Source: an optimization exercise on an open RTL-to-GDS flow (aim: small area). Production flows keep margins and buffers that such runs may drop. Where RTL was checked, it was by simulation tests only, not by an equivalence proof against the original. Power figures rest on the tool's default switching activity, not on a simulated workload.

## gfig_rx
module gfig_rx (
    input  wire         clk,
    input  wire         rst,         
    input  wire         in_valid,
    input  wire [7:0]   in_data,
    input  wire         in_last,
    output wire         in_ready,
    output reg          rep_valid,
    output reg  [2:0]   rep_code,
    output wire [279:0] rep_data
);
export LEC_CHECK = 0
export ABC_AREA = 1
export CAP_MARGIN = 20
export CORE_MARGIN = 2
export CORE_UTILIZATION = 70
export SLEW_MARGIN = 20
create_clock -name core_clock -period 14.0 [get_ports {clk}]
standard.sh (not shown) runs the stock make flow with config.mk's settings and CLKGATE_MAP_FILE= SYNTH_SCRIPT=/design/flow/synth_recipe.tcl, a recipe that flattens the netlist after the stock synthesis.
==> flow/flow/run.sh <==
#!/bin/bash
# Standard ORFS layout with single-drive port buffers and a leaner clock tree.
set -euo pipefail
export BUFFER_PORTS_ARGS="-buffer_cell sky130_fd_sc_hd__buf_1"
export CTS_ARGS="-sink_clustering_enable -repair_clock_nets -dont_use_dummy_load -buf_list {sky130_fd_sc_hd__clkbuf_4} -sink_clustering_size 10 -sink_clustering_max_diameter 40"
bash standard.sh > run_standard.log 2>&1
The starting point completed without violations.
Next try:
--- a/flow/design.v
+++ b/flow/design.v
@@ -25,17 +25,16 @@
     localparam [3:0] S_RWAIT = 4'd9;
     localparam [3:0] S_CLEAR = 4'd10;
     localparam [3:0] S_CHK   = 4'd11;
     localparam [3:0] S_RCNT  = 4'd12;
     reg [8*N-1:0] rr;        
     reg [8*N-1:0] pr;        
-    reg [5:0] ph;
-    wire [5:0] ph_n = {ph[4:3], ~(ph[5] ^ ph[4]), ph[1:0], ~(ph[2] | ph[1])};
+    reg [5:0] ph;            
+    wire [5:0] ph_n = (ph == N-1) ? 6'd0 : ph + 6'd1;
     reg [3:0]  st;
     reg [5:0]  hd;           
-    reg [5:0]  tl;           
     reg [5:0]  ln;           
     reg [5:0]  k;            
     reg [3:0]  inv;
     reg [15:0] crc;
     reg        ok;           
     reg        ce;           
@@ -55,12 +54,14 @@
             r = c ^ {b, 8'h00};
             for (j = 0; j < 8; j = j + 1)
                 r = r[15] ? ((r << 1) ^ 16'h1021) : (r << 1);
             crc_byte = r;
         end
     endfunction
+    wire [6:0] tsum = {1'b0, hd} + {1'b0, ln};
+    wire [5:0] tl = (tsum >= N) ? tsum - N : tsum[5:0];
     wire       empty = (ln == 6'd0);
     wire acc = (st == S_IDLE) ||
                !ce ||
                (st == S_ABS && empty);
     assign in_ready = acc && (ph == tl) && (ln != N);
     wire take = in_valid && in_ready;
@@ -102,13 +103,12 @@
             st        <= S_CLEAR;
             tp        <= 2'd0;
             mal       <= 1'b0;
             ph        <= 6'd0;
             k         <= 6'd29;
             hd        <= 6'd0;
-            tl        <= 6'd0;
             ln        <= 6'd0;
             inv       <= 4'd0;
             ce        <= 1'b1;
             nz        <= 1'b0;
             mg        <= 1'b0;
             ux        <= 1'b0;
@@ -120,14 +120,12 @@
             rep_valid <= 1'b0;
             if (take)
                 ce <= in_last;
             if (consume)
                 hd <= ph_n;
             if (take)
-                tl <= ph_n;
-            if (take)
                 ln <= ln + 6'd1;
             else if (consume)
                 ln <= ln - 6'd1;
             case (st)
                 S_IDLE: begin
                     if (take)
@@ -249,13 +247,12 @@
                         end
                     end
                 end
                 S_CHK: begin
                     if (inv > 4'd10) begin
                         inv       <= 4'd0;
-                        hd        <= tl;
                         ln        <= 6'd0;
                         nz        <= 1'b0;
                         ux        <= 1'b0;
                         mg        <= 1'b0;
                         rep_valid <= 1'b1;
                         rep_code  <= 3'd6;
Outcome: The changed run completed without violations; non-clock buffer count goes up by 1; via count rises by 2.0%; synthesized cell count came out higher by 1.7%; worst setup slack got worse by 1200 ps; die area grows by 0.64%; routed wire length shrinks by about 7%; design area came out higher by 0.77%; sequential share of layout area shrinks by 1.2 points; critical path depth goes up by 7; global-route usage falls by 2.6 points; hold slack improves by 23 ps; count of clock-buffer cells in the layout does not change.
Function not checked in the second run of this note: the RTL went through the layout flow alone.

* * *

The RTL this note starts from:
==> flow/design.v <==
module gfig_rx (
    input  wire         clk,
    input  wire         rst,         
    input  wire         in_valid,
    input  wire [7:0]   in_data,
    input  wire         in_last,
    output wire         in_ready,
    output reg          rep_valid,
    output wire [2:0]   rep_code,
    output wire [279:0] rep_data
);
    localparam integer N = 35;               
    localparam [7:0] M0 = 8'hB2;
    localparam [7:0] M1 = 8'hA1;
    localparam [15:0] CRC_MAGIC = 16'hC0AB;  
    localparam [3:0] S_IDLE  = 4'd0;         
    localparam [3:0] S_LOOP  = 4'd1;         
    localparam [3:0] S_SCAN  = 4'd2;         
    localparam [3:0] S_MG    = 4'd3;         
    localparam [3:0] S_HDRV  = 4'd4;
    localparam [3:0] S_HDRT  = 4'd5;
    localparam [3:0] S_USTL  = 4'd6;         
    localparam [3:0] S_ABS   = 4'd7;         
    localparam [3:0] S_FDONE = 4'd8;         
    localparam [3:0] S_RWAIT = 4'd9;
    localparam [3:0] S_CLEAR = 4'd10;
    localparam [3:0] S_CHK   = 4'd11;
    localparam [3:0] S_RCNT  = 4'd12;
    reg [8*N-1:0] rr;        
    reg [8*N-1:0] pr;        
    reg [5:0] ph;
    wire [5:0] ph_n = {ph[4:3], ~(ph[5] ^ ph[4]), ph[1:0], ~(ph[2] | ph[1])};
    reg [3:0]  st;
    reg [5:0]  hd;           
    reg [5:0]  tl;           
    reg [5:0]  ln;           
    reg [5:0]  k;            
    reg [3:0]  inv;
    reg [15:0] crc;
    reg        ok;           
    reg        ce;           
    reg        nz;           
    reg        mg;           
    reg        ux;           
    reg        pb;           
    reg        vb;           
    reg        mal;          
    reg [1:0]  tp;           
    function [15:0] crc_byte;
        input [15:0] c;
        input [7:0]  b;
        integer j;
        reg [15:0] r;
        begin
            r = c ^ {b, 8'h00};
            for (j = 0; j < 8; j = j + 1)
                r = r[15] ? ((r << 1) ^ 16'h1021) : (r << 1);
            crc_byte = r;
        end
    endfunction
    wire       empty = (ln == 6'd0);
    wire acc = (st == S_IDLE) ||
               !ce ||
               (st == S_ABS && empty);
    assign in_ready = acc && (ph == tl) && (ln != N);
    wire take = in_valid && in_ready;
    wire [7:0] x = rr[8*N-1 -: 8];
    wire       rd = (ph == hd) && !empty;
    wire [15:0] crc_nx = crc_byte(crc, x);
    reg [5:0] n2, n1, lastf, kst;
    always @* begin
        case (tp)
            2'd1:    begin n2 = 6'd14; n1 = 6'd15; lastf = 6'd12; end
            2'd2:    begin n2 = 6'd62; n1 = 6'd63; lastf = 6'd38; end
            default: begin n2 = 6'd12; n1 = 6'd13; lastf = 6'd11; end
        endcase
        case (tp)
            2'd1:    kst = 6'd42;
            2'd2:    kst = 6'd55;
            default: kst = 6'd40;
        endcase
    end
    wire rd_scan = (st == S_SCAN) && rd;
    wire rd_abs  = (st == S_ABS) && rd;
    wire rd_hdr  = ((st == S_HDRV) && (ph == hd)) || (st == S_HDRT);
    wire consume = rd_scan || rd_abs || rd_hdr;
    wire pwr = rd_abs && (k >= 6'd4) && (k <= lastf);
    wire [7:0] rr_in = take ? in_data : rr[8*N-1 -: 8];
    wire [7:0] pr_in = pwr ? x : (st == S_CLEAR) ? 8'h00 : pr[8*N-1 -: 8];
    assign rep_code = (st == S_CLEAR) ? {1'b0, tp} :
                      (st == S_CHK)   ? {2'b10, mal} : 3'd6;
    genvar g;
    generate
        for (g = 0; g < N; g = g + 1) begin : g_rep
            assign rep_data[8*g +: 8] = pr[8*(N-1-g) +: 8];
        end
    endgenerate
    always @(posedge clk) begin
        rr <= {rr[8*N-9:0], rr_in};
        pr <= {pr[8*N-9:0], pr_in};
    end
    always @(posedge clk) begin
        if (rst) begin
            st        <= S_CLEAR;
            tp        <= 2'd0;
            mal       <= 1'b0;
            ph        <= 6'd0;
            k         <= 6'd29;
            hd        <= 6'd0;
            tl        <= 6'd0;
            ln        <= 6'd0;
            inv       <= 4'd0;
            ce        <= 1'b1;
            nz        <= 1'b0;
            mg        <= 1'b0;
            ux        <= 1'b0;
            pb        <= 1'b0;
            rep_valid <= 1'b0;
        end else begin
            ph        <= ph_n;
            rep_valid <= 1'b0;
            if (take)
                ce <= in_last;
            if (consume)
                hd <= ph_n;
            if (take)
                tl <= ph_n;
            if (take)
                ln <= ln + 6'd1;
            else if (consume)
                ln <= ln - 6'd1;
            case (st)
                S_IDLE: begin
                    if (take)
                        st <= S_LOOP;
                end
                S_LOOP: begin
                    if (nz || ln >= 6'd8 || (ux && ln >= 6'd5) || (mg && ln >= 6'd6)) begin
                        ux <= 1'b0;
                        if (mg) begin
                            st <= S_MG;
                        end else begin
                            if (!nz && !ux)
                                pb <= 1'b0;
                            st <= S_SCAN;
                        end
                    end else if (ce) begin
                        st <= S_IDLE;
                    end
                end
                S_SCAN: begin
                    if (rd) begin
                        pb <= (x == M0);
                        if (pb && x == M1) begin
                            nz  <= 1'b0;
                            mg  <= 1'b1;
                            crc <= CRC_MAGIC;
                            st  <= S_MG;
                        end
                    end else if (empty && ce) begin
                        nz <= 1'b1;
                        st <= S_IDLE;
                    end
                end
                S_MG: begin
                    if (ln >= 6'd2)
                        st <= S_HDRV;
                    else if (ce)
                        st <= S_IDLE;
                end
                S_HDRV: begin
                    if (ph == hd) begin
                        ok  <= (x == 8'h01);
                        vb  <= (x == M0);
                        crc <= crc_nx;
                        st  <= S_HDRT;
                    end
                end
                S_HDRT: begin
                    if (x == 8'h01 || x == 8'h02 || x == 8'h03) begin
                        crc <= crc_nx;
                        mg <= 1'b0;
                        tp <= x[1:0];
                        k  <= 6'd4;
                        st <= S_ABS;
                    end else begin
                        mg  <= vb && (x == M1);
                        crc <= CRC_MAGIC;
                        pb  <= (x == M0);
                        ux <= 1'b1;
                        st <= S_USTL;
                    end
                end
                S_USTL: begin
                    if (ce) begin
                        inv       <= inv + 4'd1;
                        rep_valid <= 1'b1;
                        st        <= S_CHK;
                    end
                end
                S_ABS: begin
                    if (rd) begin
                        k <= k + 6'd1;
                        if (k < n2)
                            crc <= crc_nx;
                        else
                            ok <= ok && (x == ((k == n2) ? crc[7:0] : crc[15:8]));
                        if (k == n1)
                            st <= S_FDONE;
                    end
                end
                S_FDONE: begin
                    if (ce)
                        st <= S_RWAIT;
                end
                S_RWAIT: begin
                    if (ph == hd) begin
                        k  <= kst;
                        st <= S_RCNT;
                    end
                end
                S_RCNT: begin
                    k <= k + 6'd1;
                    if (k == 6'd63) begin
                        k <= 6'd29;
                        if (ok) begin
                            inv       <= 4'd0;
                            rep_valid <= 1'b1;
                        end else begin
                            inv <= inv + 4'd1;
                            mal <= 1'b1;
                        end
                        st <= S_CLEAR;
                    end
                end
                S_CLEAR: begin
                    k <= k + 6'd1;
                    if (k == 6'd63) begin
                        if (tp == 2'd0) begin
                            st <= S_IDLE;
                        end else if (mal) begin
                            rep_valid <= 1'b1;
                            st        <= S_CHK;
                        end else begin
                            st <= S_LOOP;
                        end
                    end
                end
                S_CHK: begin
                    mal <= 1'b0;
                    if (inv > 4'd10) begin
                        inv       <= 4'd0;
                        hd        <= tl;
                        ln        <= 6'd0;
                        nz        <= 1'b0;
                        ux        <= 1'b0;
                        mg        <= 1'b0;
                        rep_valid <= 1'b1;
                        st        <= S_IDLE;
                    end else begin
                        st <= S_LOOP;
                    end
                end
                default: st <= S_IDLE;
            endcase
        end
    end
endmodule
clock: 14.0 ns
lec_check: 0
abc_area: 1
cap_margin: 20
core_margin: 2
core_utilization: 70
slew_margin: 20
Scripts as last shown in full above: flow/flow/run.sh
Rerun with:
--- a/flow/design.v
+++ b/flow/design.v
@@ -40,14 +40,12 @@
     reg        ok;           
     reg        ce;           
     reg        nz;           
     reg        mg;           
     reg        ux;           
     reg        pb;           
-    reg        vb;           
-    reg        mal;          
     reg [1:0]  tp;           
     function [15:0] crc_byte;
         input [15:0] c;
         input [7:0]  b;
         integer j;
         reg [15:0] r;
@@ -85,13 +83,13 @@
     wire rd_hdr  = ((st == S_HDRV) && (ph == hd)) || (st == S_HDRT);
     wire consume = rd_scan || rd_abs || rd_hdr;
     wire pwr = rd_abs && (k >= 6'd4) && (k <= lastf);
     wire [7:0] rr_in = take ? in_data : rr[8*N-1 -: 8];
     wire [7:0] pr_in = pwr ? x : (st == S_CLEAR) ? 8'h00 : pr[8*N-1 -: 8];
     assign rep_code = (st == S_CLEAR) ? {1'b0, tp} :
-                      (st == S_CHK)   ? {2'b10, mal} : 3'd6;
+                      (st == S_CHK)   ? {2'b10, !ok} : 3'd6;
     genvar g;
     generate
         for (g = 0; g < N; g = g + 1) begin : g_rep
             assign rep_data[8*g +: 8] = pr[8*(N-1-g) +: 8];
         end
     endgenerate
@@ -100,13 +98,13 @@
         pr <= {pr[8*N-9:0], pr_in};
     end
     always @(posedge clk) begin
         if (rst) begin
             st        <= S_CLEAR;
             tp        <= 2'd0;
-            mal       <= 1'b0;
+            ok        <= 1'b1;
             ph        <= 6'd0;
             k         <= 6'd29;
             hd        <= 6'd0;
             tl        <= 6'd0;
             ln        <= 6'd0;
             inv       <= 4'd0;
@@ -168,26 +166,27 @@
                     else if (ce)
                         st <= S_IDLE;
                 end
                 S_HDRV: begin
                     if (ph == hd) begin
                         ok  <= (x == 8'h01);
-                        vb  <= (x == M0);
+                        pb  <= (x == M0);        
                         crc <= crc_nx;
                         st  <= S_HDRT;
                     end
                 end
                 S_HDRT: begin
                     if (x == 8'h01 || x == 8'h02 || x == 8'h03) begin
                         crc <= crc_nx;
                         mg <= 1'b0;
                         tp <= x[1:0];
                         k  <= 6'd4;
                         st <= S_ABS;
                     end else begin
-                        mg  <= vb && (x == M1);
+                        ok  <= 1'b1;
+                        mg  <= pb && (x == M1);
                         crc <= CRC_MAGIC;
                         pb  <= (x == M0);
                         ux <= 1'b1;
                         st <= S_USTL;
                     end
                 end
@@ -225,32 +224,30 @@
                         k <= 6'd29;
                         if (ok) begin
                             inv       <= 4'd0;
                             rep_valid <= 1'b1;
                         end else begin
                             inv <= inv + 4'd1;
-                            mal <= 1'b1;
                         end
                         st <= S_CLEAR;
                     end
                 end
                 S_CLEAR: begin
                     k <= k + 6'd1;
                     if (k == 6'd63) begin
                         if (tp == 2'd0) begin
                             st <= S_IDLE;
-                        end else if (mal) begin
+                        end else if (!ok) begin
                             rep_valid <= 1'b1;
                             st        <= S_CHK;
                         end else begin
                             st <= S_LOOP;
                         end
                     end
                 end
                 S_CHK: begin
-                    mal <= 1'b0;
                     if (inv > 4'd10) begin
                         inv       <= 4'd0;
                         hd        <= tl;
                         ln        <= 6'd0;
                         nz        <= 1'b0;
                         ux        <= 1'b0;
Effect: Register-to-register slack gains 0.09 ns; hold slack gets better by 0.018 ns; synthesized cell count shrinks by about 1.6%; power goes down by about 1.1%; first-iteration DRC count rises by 4.5%; via count drops by 2.1%; sequential share of layout area is higher by 0.13 points; wire length is lower by about 7%; non-clock buffer count is unchanged; sequential cell count is lower by 2; worst setup slack degrades by 0.057 ns; count of clock-buffer cells in the layout does not change.

==> afterwards: timing with drivers on the ports <==
No port has a modelled driver above. Below, the same layouts with a new extraction and two added sets of constraints. Step 1: set_driving_cell puts a clkbuf_16 on clk and a buf_2 on each other input, an assumption about the parent block. Step 2 moves the port delays by t, midway between the first and last clock arrival at a register: inputs arrive t later, outputs are due t later. That takes back most of the time a late clock gives input paths. Three values: ideal, step 1, step 2; two values: the first two.
run	t (ns)	slack for setup (ns)	hold slack, ns	worst setup path at the end	worst data-port slew with drivers (ns)
the first run of note 1	0.694	9.094 / 9.063 / 9.477	0.261 / 0.261 / 0.261	input to register	0.04
the second run of note 1	0.682	7.876 / 7.837 / 8.520	0.284 / 0.284 / 0.284	register to output	0.06
the first run of note 2	0.704	9.044 / 9.000 / 9.199	0.271 / 0.271 / 0.271	input to register	0.04
the second run of note 2	0.698	8.987 / 8.944 / 9.369	0.289 / 0.289 / 0.289	input to register	0.06
After both steps every run listed still meets setup and hold.
